Background: an optimization exercise with open tools, aiming at a short achievable clock period and few clock cycles. Do not read the settings as production practice. Where RTL was checked, it was by simulation tests only, not by an equivalence proof against the original.

== red ==
// crc32_engine
module crc32_engine (
    input  wire        clk,
    input  wire        rst,
    input  wire        cmd_valid,
    output wire        cmd_ready,
    input  wire [7:0]  cmd,
    input  wire [31:0] din,
    output wire [31:0] dout,
    output wire        err
);
Size: ~1500 cells after synthesis, about 77 I/O pins, roughly 0.015 mm^2 of cells after synthesis.
Settings: LEC_CHECK=0, ABC_CLOCK_PERIOD_IN_PS=1000, CAP_MARGIN=20, CORE_MARGIN=2, CORE_UTILIZATION=40, SETUP_SLACK_MARGIN=5.0, SLEW_MARGIN=20, TNS_END_PERCENT=100; clock period 6.0 ns.
standard.sh (not shown) runs the stock make flow with config.mk's settings and CLKGATE_MAP_FILE= SYNTH_SCRIPT=/design/flow/synth_recipe.tcl, a recipe that flattens the netlist after the stock synthesis.
==> flow/flow/run.sh <==
#!/bin/bash
# Standard layout (the standard.sh, which runs the standard synthesis
# script), with more slow cells kept out of synthesis and repair: three-input
# XORs, high-stack OR/NOR/AND-OR cells and the like. Registers are untouched
# (flip-flops are mapped before ABC and none of them is in the list).
set -euo pipefail
PL=$(cat flow/platform_dont_use.txt)
EXTRA=$(cat flow/extra_dont_use.txt)
bash standard.sh "DONT_USE_CELLS=$PL $EXTRA" finish > standard.log 2>&1
Other scripts of this flow, unchanged in this note and not shown: flow/flow/extra_dont_use.txt, flow/flow/platform_dont_use.txt
--- input diff red..blue ---
diff --git a/flow/config.mk b/flow/config.mk
--- a/flow/config.mk
+++ b/flow/config.mk
@@ -9,5 +9,5 @@
 export CAP_MARGIN = 20
 export CORE_MARGIN = 2
-export CORE_UTILIZATION = 40
+export CORE_UTILIZATION = 35
 export SETUP_SLACK_MARGIN = 5.0
 export SLEW_MARGIN = 20
Notes after the runs:
- Where final instance area is concerned, red is better than blue.
- On proportion of cell area spent on the clock network, blue and red are basically level.
- Summary of blue over red: fraction of the yosys area taken by sequential cells comparable, total stage count of the critical path now larger, via count comparable, detailed placement HPWL now smaller.
- Die area was higher in the run labelled blue.
- Comparing blue and red, the higher sequential cell area was measured on blue.
- blue was carried through to the last stage, and its layout satisfied the timing, design-rule and antenna checks.
- Diff red -> blue: final critical path time including I/O delays and setup shrank by 140 ps, number of well taps went up, worst setup slack picked up an extra 140 ps.
> inputs changed (blue -> green)
diff --git a/flow/config.mk b/flow/config.mk
--- a/flow/config.mk
+++ b/flow/config.mk
@@ -9,6 +9,6 @@
 export CAP_MARGIN = 20
 export CORE_MARGIN = 2
-export CORE_UTILIZATION = 35
-export SETUP_SLACK_MARGIN = 5.0
+export CORE_UTILIZATION = 40
+export SETUP_SLACK_MARGIN = 4.6
 export SLEW_MARGIN = 20
 export TNS_END_PERCENT = 100
Results
green vs blue, per-cell via count in the routed design went up by 0.93%.
On worst hold margin, blue and green are basically level.
Fmax: green above blue
In the reports for blue and green, the larger routed wire length belongs to blue.
Relative to blue, the number of post-CTS setup repair buffers of green is lower by about 16%.
Function was not checked in any run of this note: the RTL went through the layout flow alone.

== pepper ==
Another version of the RTL of crc32_engine (not shown whole).
Size: roughly 210 flip-flops, ~77 I/O pins.
==> flow/config.mk <==
export PLATFORM = sky130hd
export DESIGN_NAME = crc32_engine
export DESIGN_NICKNAME = crc32_engine
export VERILOG_FILES = /design/flow/design.v
export SDC_FILE = /design/flow/constraint.sdc
export NUM_CORES = 4
export LEC_CHECK = 0
export ABC_CLOCK_PERIOD_IN_PS = 1000
export CAP_MARGIN = 20
export CORE_MARGIN = 2
export CORE_UTILIZATION = 40
export GPL_ROUTABILITY_DRIVEN = 0
export SETUP_SLACK_MARGIN = 5.0
export SLEW_MARGIN = 20
export TNS_END_PERCENT = 100
==> flow/constraint.sdc <==
create_clock -name core_clock -period 6.0 [get_ports {clk}]
set_input_delay 1.2000 -clock core_clock [delete_from_list [all_inputs] [get_ports {clk}]]
set_output_delay 1.2000 -clock core_clock [all_outputs]
set_load 0.01 [all_outputs]
Scripts as last shown in full above: flow/flow/run.sh
Other scripts of this flow, unchanged in this note and not shown: flow/flow/extra_dont_use.txt, flow/flow/platform_dont_use.txt
Testbench counts of pepper, summed over its fixed seeds: cycles 6,042.
## Diff of input files: zinc against pepper
diff --git a/flow/config.mk b/flow/config.mk
--- a/flow/config.mk
+++ b/flow/config.mk
@@ -11,3 +11,4 @@
 export CORE_UTILIZATION = 40
-export GPL_ROUTABILITY_DRIVEN = 0
+export CTS_CLUSTER_DIAMETER = 120
+export CTS_CLUSTER_SIZE = 25
 export SETUP_SLACK_MARGIN = 5.0
- pepper ended up with x_q[19] as its capture point of the worst path; zinc ended up with dout_q[20].
- The worst-path cell with the longest stage delay comes out sky130_fd_sc_hd__xnor2_2 in one run and sky130_fd_sc_hd__dfxtp_4 in the other, namely in zinc and pepper respectively.
- zinc vs pepper: global-route usage over all layers up
- The higher clock latency of the later-clocked register in the worst-skew pair came out of pepper.
- Between zinc and pepper, the synthesis-to-layout area growth is higher for zinc.
- Via count ended up about 4% higher on zinc than on pepper.
- Maximum frequency (lower): zinc
The following lists how harbor was set up differently from zinc:
diff --git a/flow/flow/run.sh b/flow/flow/run.sh
--- a/flow/flow/run.sh
+++ b/flow/flow/run.sh
@@ -8,2 +8,2 @@
 EXTRA=$(cat flow/extra_dont_use.txt)
-bash standard.sh "DONT_USE_CELLS=$PL $EXTRA" finish > standard.log 2>&1
+bash standard.sh "DONT_USE_CELLS=$PL $EXTRA" REMOVE_ABC_BUFFERS=1 finish > standard.log 2>&1
diff --git a/flow/config.mk b/flow/config.mk
--- a/flow/config.mk
+++ b/flow/config.mk
@@ -11,4 +11,2 @@
 export CORE_UTILIZATION = 40
-export CTS_CLUSTER_DIAMETER = 120
-export CTS_CLUSTER_SIZE = 25
 export SETUP_SLACK_MARGIN = 5.0
Results
Post-route core utilization ends up lower on harbor.
Compared to zinc, the routing of harbor uses more wire.
[harbor vs zinc] non-clock buffer total of the final layout: lower in harbor
Max-slew headroom at the worst pin ended up 8.1 points lower on harbor than on zinc.
Final worst hold slack ends up lower on zinc.
Clock-cell share of area (harbor over zinc): increase, 2.2 points
diff inputs: harbor => lagoon
diff --git a/flow/flow/run.sh b/flow/flow/run.sh
--- a/flow/flow/run.sh
+++ b/flow/flow/run.sh
@@ -8,2 +8,2 @@
 EXTRA=$(cat flow/extra_dont_use.txt)
-bash standard.sh "DONT_USE_CELLS=$PL $EXTRA" REMOVE_ABC_BUFFERS=1 finish > standard.log 2>&1
+bash standard.sh "DONT_USE_CELLS=$PL $EXTRA" finish > standard.log 2>&1
diff --git a/flow/config.mk b/flow/config.mk
--- a/flow/config.mk
+++ b/flow/config.mk
@@ -7,3 +7,3 @@
 export LEC_CHECK = 0
-export ABC_CLOCK_PERIOD_IN_PS = 1000
+export ABC_CLOCK_PERIOD_IN_PS = 1500
 export CAP_MARGIN = 20
## What came out
- In lagoon, the hold slack came out 0.0058 ns below the value in harbor.
- Taking harbor as the reference, in lagoon via count of the first global-routing pass now smaller; wire length on met2 now smaller; stage delay of the slowest cell on the critical path now smaller.
- lagoon: maximum operating frequency 23% above harbor

what the ideal ports hide:
In the flow no input, the clock included, has a driving cell. The finished layouts below were timed again as built, in two steps.
Step 1: set_driving_cell puts a clkbuf_16 on clk and a buf_2 on each other input, an assumption about the parent block.
Step 2 adds t to the input delays and takes it off the output delays; t is the mean of the earliest and latest rising clock arrival at the registers after step 1. Input paths then give back, and output paths get back, about the clock's delay inside the block.
Three values: ideal ports, drivers, drivers and shift; two values: the first two.
| run | t (ns) | setup slack, ns | hold slack, ns |
|---|---|---|---|
| red | 0.629 | 3.525 / 3.525 / 3.283 | 0.379 / 0.379 / 0.379 |
| blue | 0.615 | 3.669 / 3.669 / 3.285 | 0.379 / 0.379 / 0.379 |
| green | 0.612 | 3.701 / 3.676 / 3.222 | 0.380 / 0.380 / 0.380 |
| pepper | 0.574 | 3.719 / 3.719 / 3.174 | 0.375 / 0.375 / 0.375 |
| zinc | 0.552 | 3.549 / 3.549 / 3.189 | 0.381 / 0.381 / 0.381 |
| harbor | 0.577 | 3.240 / 3.240 / 3.000 | 0.385 / 0.385 / 0.385 |
| lagoon | 0.581 | 3.756 / 3.734 / 3.195 | 0.379 / 0.379 / 0.379 |
After both steps every run listed still meets setup and hold. For lagoon, which loses most, drivers alone change the setup slack by -0.022 ns; drivers and shift together by -0.561 ns.
